What follows belongs to an exercise in optimizing a design on an open flow for small area; a production flow would make more cautious choices.
Where RTL was checked, it was by simulation tests only, not by an equivalence proof against the original.
No activity file was given, so power comes from the tool's default toggle rates. The flow treats the clock pin as an ideal source, which a real chip does not have.

==> v32: inputs <==
## imps_core
module imps_core (
    input  wire        clk,
    input  wire        rst,
    input  wire [31:0] cfg_ninstr,
    input  wire [31:0] cfg_entry,
    input  wire [15:0] cfg_memsize,
    output wire        imem_req,
    output wire [31:0] imem_addr,
    input  wire        imem_ready,
    input  wire [31:0] imem_rdata,
    output wire        dmem_req,
    output wire        dmem_we,
    output wire [3:0]  dmem_be,
    output wire [15:0] dmem_addr,
    output wire [31:0] dmem_wdata,
    input  wire        dmem_ready,
    input  wire [31:0] dmem_rdata,
    output wire        sys_req,
    output wire [31:0] sys_num,
    output wire [31:0] sys_a0,
    output wire [31:0] sys_a1,
    output wire [31:0] sys_a2,
    input  wire        sys_ack,
    input  wire        sys_wr,
    input  wire [31:0] sys_ret,
    input  wire        sys_fault,
    input  wire [31:0] sys_fault_addr,
    output wire        ret_valid,
    output wire [31:0] ret_pc,
    output wire        ret_we,
    output wire [4:0]  ret_rd,
    output wire [31:0] ret_wdata,
    output reg  [1:0]  status,
    output reg  [2:0]  fault_code,
    output wire [31:0] fault_info,
    output wire [2:0]  fault_width,
    output wire [31:0] pc_out
);
    localparam [1:0] ST_RUN = 2'd0, ST_EXIT = 2'd1, ST_FAULT = 2'd2;
    localparam [2:0] F_ADDR = 3'd2, F_OVF = 3'd3, F_UNK = 3'd4,
                     F_SYS  = 3'd5, F_FETCH = 3'd6;
    localparam [4:0]
        S_CLR    = 5'd0,    
        S_PCINC  = 5'd1,    
        S_OVF    = 5'd2,    
        S_FETCH  = 5'd3,    
        S_DEC    = 5'd4,    
        S_ALIGN  = 5'd5,    
        S_EXEC   = 5'd6,    
        S_WB2    = 5'd7,    
        S_MULP   = 5'd8,    
        S_SDATA  = 5'd9,    
        S_SROT   = 5'd10,   
        S_MREQ   = 5'd11,   
        S_MDATA  = 5'd12,   
        S_LHOLD  = 5'd13,   
        S_LROT   = 5'd14,   
        S_LWB    = 5'd15,   
        S_SYSREQ = 5'd16,   
        S_SYSW   = 5'd17,   
        S_SYSWB  = 5'd18,   
        S_WAITPC = 5'd19,   
        S_HALT   = 5'd20;
    localparam [4:0]
        C_ADDU = 5'd0,  C_ADD  = 5'd1,  C_ADDIU = 5'd2,  C_ADDI = 5'd3,
        C_ORI  = 5'd4,  C_LUI  = 5'd5,  C_SLT   = 5'd6,  C_MUL  = 5'd7,
        C_CLZ  = 5'd8,  C_CLO  = 5'd9,  C_BEQ   = 5'd10, C_BNE  = 5'd11,
        C_SYS  = 5'd12, C_UNK  = 5'd13,
        C_LB   = 5'd16, C_LH   = 5'd17, C_LW    = 5'd18,
  ...
make LEC_CHECK=0 CAP_MARGIN=20 CORE_MARGIN=2 CORE_UTILIZATION=40 PLACE_DENSITY=0.6 SLEW_MARGIN=20 finish   # period 13.0 ns
run.sh (not shown) runs the stock make flow with config.mk's settings and CLKGATE_MAP_FILE= SYNTH_SCRIPT=/design/flow/synth_recipe.tcl, a recipe that flattens the netlist after the stock synthesis.
==> v21: changes against v32 <==
--- a/flow/design.v
+++ b/flow/design.v
@@ -35,37 +35,41 @@
     output wire [31:0] fault_info,
     output wire [2:0]  fault_width,
     output wire [31:0] pc_out
 );
     localparam [1:0] ST_RUN = 2'd0, ST_EXIT = 2'd1, ST_FAULT = 2'd2;
     localparam [2:0] F_ADDR = 3'd2, F_OVF = 3'd3, F_UNK = 3'd4,
                      F_SYS  = 3'd5, F_FETCH = 3'd6;
     localparam [4:0]
-        S_CLR    = 5'd0,    
-        S_PCINC  = 5'd1,    
-        S_OVF    = 5'd2,    
-        S_FETCH  = 5'd3,    
-        S_DEC    = 5'd4,    
-        S_ALIGN  = 5'd5,    
-        S_EXEC   = 5'd6,    
-        S_WB2    = 5'd7,    
-        S_MULP   = 5'd8,    
-        S_SDATA  = 5'd9,    
-        S_SROT   = 5'd10,   
-        S_MREQ   = 5'd11,   
-        S_MDATA  = 5'd12,   
-        S_LHOLD  = 5'd13,   
-        S_LROT   = 5'd14,   
-        S_LWB    = 5'd15,   
-        S_SYSREQ = 5'd16,   
-        S_SYSW   = 5'd17,   
-        S_SYSWB  = 5'd18,   
-        S_WAITPC = 5'd19,   
-        S_HALT   = 5'd20;
+        S_EXEC   = 5'b10000,   
+        S_WB2    = 5'b10001,   
+        S_MULP   = 5'b10010,   
+        S_SDATA  = 5'b10011,   
+        S_LWB    = 5'b10100,   
+        S_LROT   = 5'b10101,   
+        S_FETCH  = 5'b10110,   
+        S_WAITPC = 5'b10111,   
+        S_CLR    = 5'b11000,   
+        S_PCINC  = 5'b11001,   
+        S_OVF    = 5'b11010,   
+        S_HALT   = 5'b00000,
+        S_DEC    = 5'b00001,   
+        S_ALIGN  = 5'b00010,   
+        S_SROT   = 5'b00011,   
+        S_MREQ   = 5'b00100,   
+        S_MDATA  = 5'b00101,   
+        S_LHOLD  = 5'b00110,   
+        S_SYSREQ = 5'b01000,   
+        S_SYSW   = 5'b01001;   
+    wire st_pcp   = state[4] & state[3];                   
+    wire st_clr   = st_pcp & ~state[1] & ~state[0];
+    wire st_pcinc = st_pcp & state[0];
+    wire st_ovf   = st_pcp & state[1];
+    wire st_exec  = (state == S_EXEC);
     localparam [4:0]
         C_ADDU = 5'd0,  C_ADD  = 5'd1,  C_ADDIU = 5'd2,  C_ADDI = 5'd3,
         C_ORI  = 5'd4,  C_LUI  = 5'd5,  C_SLT   = 5'd6,  C_MUL  = 5'd7,
         C_CLZ  = 5'd8,  C_CLO  = 5'd9,  C_BEQ   = 5'd10, C_BNE  = 5'd11,
         C_SYS  = 5'd12, C_UNK  = 5'd13,
         C_LB   = 5'd16, C_LH   = 5'd17, C_LW    = 5'd18,
         C_SB   = 5'd20, C_SH   = 5'd21, C_SW    = 5'd22;
     reg  [4:0]  state;
@@ -79,17 +83,16 @@
     reg         c;           
     reg         bw;          
     reg         ge;          
     reg         bad;         
     reg         flag;        
     reg         sgn;         
     reg         syswr;
     reg  [5:0]  cnt;         
-    reg  [3:0]  dl;          
     reg  [2:0]  ad;          
     reg  [2:0]  mc;          
     reg  [3:0]  dg, dn;      
     reg  [2:0]  capidx;
     wire p0   = (ph == 5'd0);
     wire p31  = (ph == 5'd31);
     wire lo16 = ~ph[4];
     wire k_mem   = cls[4];
@@ -145,83 +148,86 @@
     wire bw_nx   = (~sum & kbit) | (~(sum ^ kbit) & bw_in);
     wire xbit    = sum | (p0 & ~w1) | ((ph == 5'd1) & w4);
     wire sbit    = cfg_memsize[ph[3:0]];
     wire ge_in   = p0 ? 1'b1 : ge;
     wire ge_mem  = lo16 ? ((xbit != sbit) ? xbit : ge_in) : ge;
     wire bad_nx  = (p0 ? 1'b0 : bad) | (p0 & ~w1 & sum) | ((ph == 5'd1) & w4 & sum) |
                    (~lo16 & off_bit);
     wire memfault = bad_nx | bw_nx | ge_mem;
-    wire dl3 = dl[3] & (ph[4:2] != 3'd0);
+    wire dl3 = A[12] & (ph[4:2] != 3'd0);
     wire ad0 = ad[0] & ~p0;
     wire ad1 = ad[1] & (ph[4:1] != 4'd0);
     wire ad2 = ad[2] & (ph > 5'd2);
     wire [3:0] mx = {3'd0, dl3} + {3'd0, dg[0] & abit} + {3'd0, dg[1] & ad0} +
                     {3'd0, dg[2] & ad1} + {3'd0, dg[3] & ad2} + {1'b0, p0 ? 3'd0 : mc};
     wire mres = mx[0];
     wire mul_last = (capidx == 3'd7);
     wire taken   = ((cls == C_BNE) & flag) | ((cls == C_BEQ) & ~flag);
     wire addend  = taken ? ibit : p0;
     wire pcin_c  = p0 ? 1'b0 : c;
     wire pcsum   = PC[0] ^ addend ^ pcin_c;
     wire pccout  = (PC[0] & addend) | (PC[0] & pcin_c) | (addend & pcin_c);
-    wire pcbit   = (state == S_CLR) ? cfg_entry[ph] :
-                   (state == S_OVF) ? PC[0] : pcsum;
+    wire pcbit   = st_clr ? cfg_entry[ph] : st_ovf ? PC[0] : pcsum;
     wire nbit    = cfg_ninstr[ph];
     wire ge_pc   = (pcbit != nbit) ? pcbit : ge_in;
     wire ld_in   = w4 | (w2 & lo16) | (w1 & (ph[4:3] == 2'd0));
     wire ldbit   = ld_in ? R[0] : sgn;
     wire [1:0] lane = w1 ? A[1:0] : w2 ? {A[1], 1'b0} : 2'd0;
     wire at_lane = (ph[2:0] == 3'd0) & (ph[4:3] == (2'd0 - lane));
+    wire lane0n  = (lane != 2'd0);
     reg rin;
     always @(*) begin
         case (state)
-            S_CLR, S_PCINC, S_OVF: rin = pcbit;
+            S_OVF:   rin = PC[0];
             S_EXEC:  rin = res_exec;
             S_WB2:   rin = cnt[0];
             S_MULP:  rin = mres;
             S_SDATA: rin = bbit;
             S_LWB:   rin = ldbit;
             default: rin = R[0];
         endcase
     end
-    wire wen = ((state == S_EXEC) & k_simple) | (state == S_WB2) |
+    wire wen = (st_exec & k_simple) | (state == S_WB2) |
                ((state == S_MULP) & mul_last) | (state == S_LWB) |
-               ((state == S_SYSWB) & syswr);
-    wire clr = (state == S_CLR);
-    wire hold4 = (state == S_SYSREQ) | (state == S_SYSW);
+               (st_pcinc & (cls == C_SYS) & syswr);
+    wire clr = st_clr;
+    wire hold4 = ~state[4] & state[3];
+    wire [3:0] dhi  = clr ? 4'hF : (4'b0001 << dst[4:3]);
+    wire [7:0] dlo  = clr ? 8'hFF : (8'b00000001 << dst[2:0]);
+    wire       wact = wen | clr;
+    wire       wbit = rin & ~clr;
     integer i;
     always @(posedge clk) begin
         for (i = 1; i < 32; i = i + 1) begin
-            if (!(hold4 && (i == 2 || i == 4 || i == 5 || i == 6)))
-                rfv[32*(i-1) +: 32] <= {clr ? 1'b0 : (wen && dst == i) ? rin : rfv[32*(i-1)],
+            if (!(hold4 && (i == 4 || i == 5 || i == 6)))
+                rfv[32*(i-1) +: 32] <= {(wact & dhi[i >> 3] & dlo[i & 7]) ? wbit : rfv[32*(i-1)],
                                          rfv[32*(i-1)+1 +: 31]};
         end
     end
-    wire r_shift = (state == S_CLR) | (state == S_PCINC) | (state == S_OVF) |
-                   (state == S_EXEC) | (state == S_WB2) | (state == S_MULP) |
-                   (state == S_SDATA) | (state == S_LWB) | (state == S_SYSWB) |
-                   (state == S_LROT) | (state == S_FETCH) |
-                   ((state == S_SROT) & ~at_lane) | ((state == S_LHOLD) & at_lane);
+    wire r_shift = state[4] |
+                   ((state == S_SROT) & ~at_lane) | ((state == S_LHOLD) & at_lane & lane0n);
     always @(posedge clk) begin
         if (state == S_DEC)
             R <= imem_rdata;
         else if (state == S_MDATA)
             R <= dmem_rdata;
         else if (state == S_SYSREQ && sys_ack)
             R <= sys_fault ? sys_fault_addr : sys_ret;
         else if (r_shift)
             R <= {rin, R[31:1]};
     end
-    wire pc_shift = (state == S_CLR) | (state == S_PCINC) | (state == S_OVF);
+    wire pc_shift = st_pcp;
     always @(posedge clk)
         if (pc_shift)
             PC <= {pcbit, PC[31:1]};
     always @(posedge clk)
-        if ((state == S_EXEC) && (lo16 || cls == C_LUI))
+        if (state == S_MULP)
+            A <= {R[0], A[15:1]};
+        else if ((state == S_EXEC) && (lo16 || cls == C_LUI))
             A <= {sum, A[15:1]};
     wire [5:0] d_op = imem_rdata[31:26];
     wire [5:0] d_fn = imem_rdata[5:0];
     reg  [4:0] d_cls;
     always @(*) begin
         d_cls = C_UNK;
         case (d_op)
             6'h00: case (d_fn)
@@ -262,28 +268,26 @@
             ph <= ph + 5'd1;
             case (state)
                 S_CLR, S_PCINC: begin
                     c  <= pccout;
                     ge <= ge_pc;
                     if (ph == 5'd15) sgn <= R[0];
                     if (p31) begin
                         if (ge_pc) begin
-                            state      <= S_HALT;
-                            status     <= ST_FAULT;
+                            state      <= S_OVF;
                             fault_code <= F_FETCH;
                         end else
                             state <= S_FETCH;
                     end
                 end
                 S_OVF: begin
                     if (p31) begin
-                        state      <= S_HALT;
-                        status     <= ST_FAULT;
-                        fault_code <= F_OVF;
+                        state  <= S_HALT;
+                        status <= ST_FAULT;
                     end
                 end
                 S_FETCH: begin
                     if (imem_ready) state <= S_DEC;
                 end
                 S_DEC: begin
                     cls    <= d_cls;
                     rs_r   <= (d_cls == C_SYS) ? 5'd2 : (d_cls == C_LUI) ? 5'd0 : imem_rdata[25:21];
@@ -293,28 +297,17 @@
                     if (d_cls == C_UNK) begin
                         state      <= S_HALT;
                         status     <= ST_FAULT;
                         fault_code <= F_UNK;
                     end else
                         state <= S_ALIGN;
                 end
                 S_ALIGN: begin
-                    if (p31) begin
-                        if (cls == C_SYS) begin
-                            if (sys_exit) begin
-                                state  <= S_HALT;
-                                status <= ST_EXIT;
-                            end else if (sys_valid)
-                                state <= S_SYSREQ;
-                            else
-                                state <= S_EXEC;
-                        end else
-                            state <= S_EXEC;
-                    end
+                    if (p31) state <= S_EXEC;
                 end
                 S_EXEC: begin
                     c <= cout;
                     if (ph == 5'd15) sgn <= R[0];
                     if (k_br)
                         flag <= (p0 ? 1'b0 : flag) | (abit ^ bbit);
                     bw  <= bw_nx;
                     ge  <= ge_mem;
@@ -327,46 +320,51 @@
                         cnt <= {5'd0, less_now};
                     ad <= {ad[1:0], abit};
                     if (ph[4:2] == capidx) dn <= {bbit, dn[3:1]};
                     if (p31) begin
                         dg     <= (ph[4:2] == capidx) ? {bbit, dn[3:1]} : dn;
                         capidx <= capidx - 3'd1;
                     end
                     if (p31) begin
-                        if (k_simple)
-                            state <= (k_ovfck && ovf_now) ? S_OVF : S_PCINC;
-                        else if (k_wb2)
+                        if (k_simple) begin
+                            state      <= (k_ovfck && ovf_now) ? S_OVF : S_PCINC;
+                            fault_code <= F_OVF;
+                        end else if (k_wb2)
                             state <= S_WB2;
                         else if (k_br)
                             state <= S_PCINC;
                         else if (cls == C_MUL)
                             state <= S_MULP;
                         else if (k_mem) begin
                             if (memfault) begin
                                 state      <= S_HALT;
                                 status     <= ST_FAULT;
                                 fault_code <= F_ADDR;
                             end else
                                 state <= k_store ? S_SDATA : S_MREQ;
+                        end else if (sys_exit) begin
+                            state  <= S_HALT;
+                            status <= ST_EXIT;
+                        end else if (sys_valid) begin
+                            state <= S_SYSREQ;
                         end else begin
                             state      <= S_HALT;
                             status     <= ST_FAULT;
                             fault_code <= F_SYS;
                         end
                     end
                 end
                 S_WB2: begin
                     cnt <= {1'b0, cnt[5:1]};
                     if (p31) state <= S_PCINC;
                 end
                 S_MULP: begin
                     mc <= mx[3:1];
                     ad <= {ad[1:0], abit};
-                    dl <= {dl[2:0], R[0]};
                     if (ph[4:2] == capidx) dn <= {bbit, dn[3:1]};
                     if (p31) begin
                         dg     <= (ph[4:2] == capidx) ? {bbit, dn[3:1]} : dn;
                         capidx <= capidx - 3'd1;
                         if (mul_last) state <= S_PCINC;
                     end
                 end
                 S_SDATA: begin
@@ -375,17 +373,17 @@
                 S_SROT: begin
                     if (at_lane) state <= S_MREQ;
                 end
                 S_MREQ: begin
                     if (dmem_ready) state <= k_store ? S_WAITPC : S_MDATA;
                 end
                 S_MDATA: state <= S_LHOLD;
                 S_LHOLD: begin
-                    if (at_lane) state <= S_LROT;
+                    if (lane0n ? at_lane : p31) state <= lane0n ? S_LROT : S_LWB;
                 end
                 S_LROT: begin
                     if (p31) state <= S_LWB;
                 end
                 S_LWB: begin
                     if (w1 ? (ph == 5'd7) : (ph == 5'd15)) sgn <= R[0];
                     if (p31) state <= S_PCINC;
                 end
@@ -396,19 +394,16 @@
                             state      <= S_HALT;
                             status     <= ST_FAULT;
                             fault_code <= F_ADDR;
                         end else
                             state <= S_SYSW;
                     end
                 end
                 S_SYSW: begin
-                    if (p31) state <= S_SYSWB;
-                end
-                S_SYSWB: begin
                     if (p31) state <= S_PCINC;
                 end
                 S_WAITPC: begin
                     if (p31) state <= S_PCINC;
                 end
                 default: ;
             endcase
         end
@@ -418,21 +413,21 @@
     assign dmem_req   = (state == S_MREQ);
     assign dmem_we    = k_store;
     assign dmem_addr  = A;
     assign dmem_wdata = R;
     assign dmem_be    = w4 ? 4'b1111 :
                         w2 ? (A[1] ? 4'b1100 : 4'b0011) :
                         (4'b0001 << A[1:0]);
     assign sys_req    = (state == S_SYSREQ);
-    assign sys_num    = rfv[32*1 +: 32];
+    assign sys_num    = R;
     assign sys_a0     = rfv[32*3 +: 32];
     assign sys_a1     = rfv[32*4 +: 32];
     assign sys_a2     = rfv[32*5 +: 32];
-    assign ret_valid  = (state == S_PCINC) & p0;
+    assign ret_valid  = st_pcinc & p0;
     assign ret_pc     = PC;
     assign ret_we     = (k_simple | k_wb2 | (cls == C_MUL) | k_load | ((cls == C_SYS) & syswr)) &
                         (dst != 5'd0);
     assign ret_rd     = dst;
     assign ret_wdata  = R;
     assign fault_info  = R;
     assign fault_width = (w2 ? 3'd2 : w4 ? 3'd4 : 3'd1);
     assign pc_out      = PC;
==> flow/flow/run.sh (new file) <==
#!/bin/bash
# Layout flow: the standard ORFS flow (standard.sh: unchanged synthesis,
# floorplan, power grid, placement, CTS, routing) with two layout choices:
#  - the buffers buffer_ports puts on every input and output port are the
#    platform's smallest buffer cell instead of the default choice;
set -euo pipefail
export BUFFER_PORTS_ARGS="-buffer_cell sky130_fd_sc_hd__buf_1"
export CTS_ARGS="-sink_clustering_enable -repair_clock_nets -sink_clustering_size 30 -sink_clustering_max_diameter 100 -buf_list sky130_fd_sc_hd__clkbuf_16 -dont_use_dummy_load"
bash standard.sh > standard_flow.log 2>&1
==> flow/standard.sh (new file) <==
#!/bin/bash
# synth_recipe.tcl (not shown) runs the flow's synth.tcl, then flattens the netlist and writes it again
# the make line also repeats each setting of config.mk as NAME=value (left out here)
make -C /OpenROAD-flow-scripts/flow DESIGN_CONFIG=/design/flow/config.mk WORK_HOME=/design/flow/orfs CLKGATE_MAP_FILE= SYNTH_SCRIPT=/design/flow/synth_recipe.tcl "${@:-finish}"
==> flow/config.mk (replaced) <==
export PLATFORM = sky130hd
export DESIGN_NAME = imps_core
export DESIGN_NICKNAME = imps_core
export VERILOG_FILES = /design/flow/design.v
export SDC_FILE = /design/flow/constraint.sdc
export NUM_CORES = 4
export LEC_CHECK = 0
export CAP_MARGIN = 20
export CORE_MARGIN = 2
export CORE_UTILIZATION = 40
export CTS_BUF_LIST = sky130_fd_sc_hd__clkbuf_16
export CTS_CLUSTER_DIAMETER = 100
export CTS_CLUSTER_SIZE = 30
export PLACE_DENSITY = 0.6
export SLEW_MARGIN = 20
removed: flow/run.sh
==> v36: changes against v32 <==
==> flow/config.mk (replaced) <==
export PLATFORM = sky130hd
export DESIGN_NAME = imps_core
export DESIGN_NICKNAME = imps_core
export VERILOG_FILES = /design/flow/design.v
export SDC_FILE = /design/flow/constraint.sdc
export NUM_CORES = 4
export LEC_CHECK = 0
export CAP_MARGIN = 20
export CORE_MARGIN = 2
export CORE_UTILIZATION = 40
export CTS_BUF_LIST = sky130_fd_sc_hd__clkbuf_16
export CTS_CLUSTER_DIAMETER = 100
export CTS_CLUSTER_SIZE = 30
export PLACE_DENSITY = 0.6
export SLEW_MARGIN = 20
==> v30: changes against v32 <==
==> flow/config.mk (replaced) <==
export PLATFORM = sky130hd
export DESIGN_NAME = imps_core
export DESIGN_NICKNAME = imps_core
export VERILOG_FILES = /design/flow/design.v
export SDC_FILE = /design/flow/constraint.sdc
export NUM_CORES = 4
export LEC_CHECK = 0
export CAP_MARGIN = 20
export CORE_MARGIN = 2
export CORE_UTILIZATION = 40
export CTS_BUF_LIST = sky130_fd_sc_hd__clkbuf_8
export CTS_CLUSTER_DIAMETER = 40
export CTS_CLUSTER_SIZE = 12
export PLACE_DENSITY = 0.6
export SLEW_MARGIN = 20
==> comparison table <==
metric                                                                       v32            v30            v21            v36
Capture endpoint of the worst hold path                                 rfv[317]        rfv[12]       rfv[731]       rfv[499]
Final setup slack of the worst path                                     7.175 ns       7.190 ns       7.439 ns       7.196 ns
Number of antenna violations at the first check in global routing              0              0              9              0
Non-filler cells, final                                                     3891           3918           3723           3771
Sequential fraction of total cell area                                    60.15%         61.44%         69.81%         63.39%
Pwr per Cell Area                                                  230.4 mW/mm^2  219.9 mW/mm^2  251.6 mW/mm^2  209.3 mW/mm^2
Register area share after synthesis                                       75.62%         75.62%         75.30%         75.62%
Area share of fa/ha/maj cells after synthesis                            0.9018%        0.9018%        0.9476%        0.9018%
First-pass GRT wire length                                             116700 um      116900 um      120800 um      113800 um
Number of DRC markers after the initial detailed-route iteration            1168           1199           1401           1125
Post-Route Hold Slack                                                  0.2984 ns      0.2938 ns      0.2726 ns      0.3192 ns
Clk. pwr                                                                 3.12 mW        2.49 mW        1.59 mW        1.79 mW
Data arrival at the endpoint of the critical path                        6.35 ns        6.46 ns        2.96 ns        6.31 ns
Run status                                              timing/DRC/antenna clean  timing/DRC/antenna clean  timing/DRC/antenna clean  timing/DRC/antenna clean
Setup clock skew after layout                                         0.04358 ns     0.03801 ns     0.05373 ns     0.02987 ns
For v32, v36 and v30, only the layout was checked, not whether the RTL still works.

separate check: timing with driven ports:
In the flow no input, the clock included, has a driving cell. The finished layouts below were timed again as built, in two steps.
Step 1 (the two cells are an assumption about what drives the block):
set clk [get_ports {clk}]
set_driving_cell -lib_cell sky130_fd_sc_hd__clkbuf_16 $clk
set_driving_cell -lib_cell sky130_fd_sc_hd__buf_2 [delete_from_list [all_inputs] $clk]
Step 2 adds t to the input delays and takes it off the output delays; t is the mean of the earliest and latest rising clock arrival at the registers after step 1. Input paths then give back, and output paths get back, about the clock's delay inside the block.
Slacks: ideal ports / drivers / drivers and shift; pairs: ideal ports / drivers.
run | t, ns | setup slack, ns | worst setup path at the end
v32 | 0.697 | 7.175 / 7.175 / 7.108 | input to register
v21 | 0.658 | 7.439 / 7.376 / 7.528 | register to register
v36 | 0.667 | 7.196 / 7.196 / 7.128 | input to register
v30 | 0.826 | 7.190 / 7.190 / 7.088 | input to register
After both steps every run listed still meets setup and hold. The setup slack of v30, which loses most, moves by 0.000 ns with the drivers and by -0.102 ns with both steps.
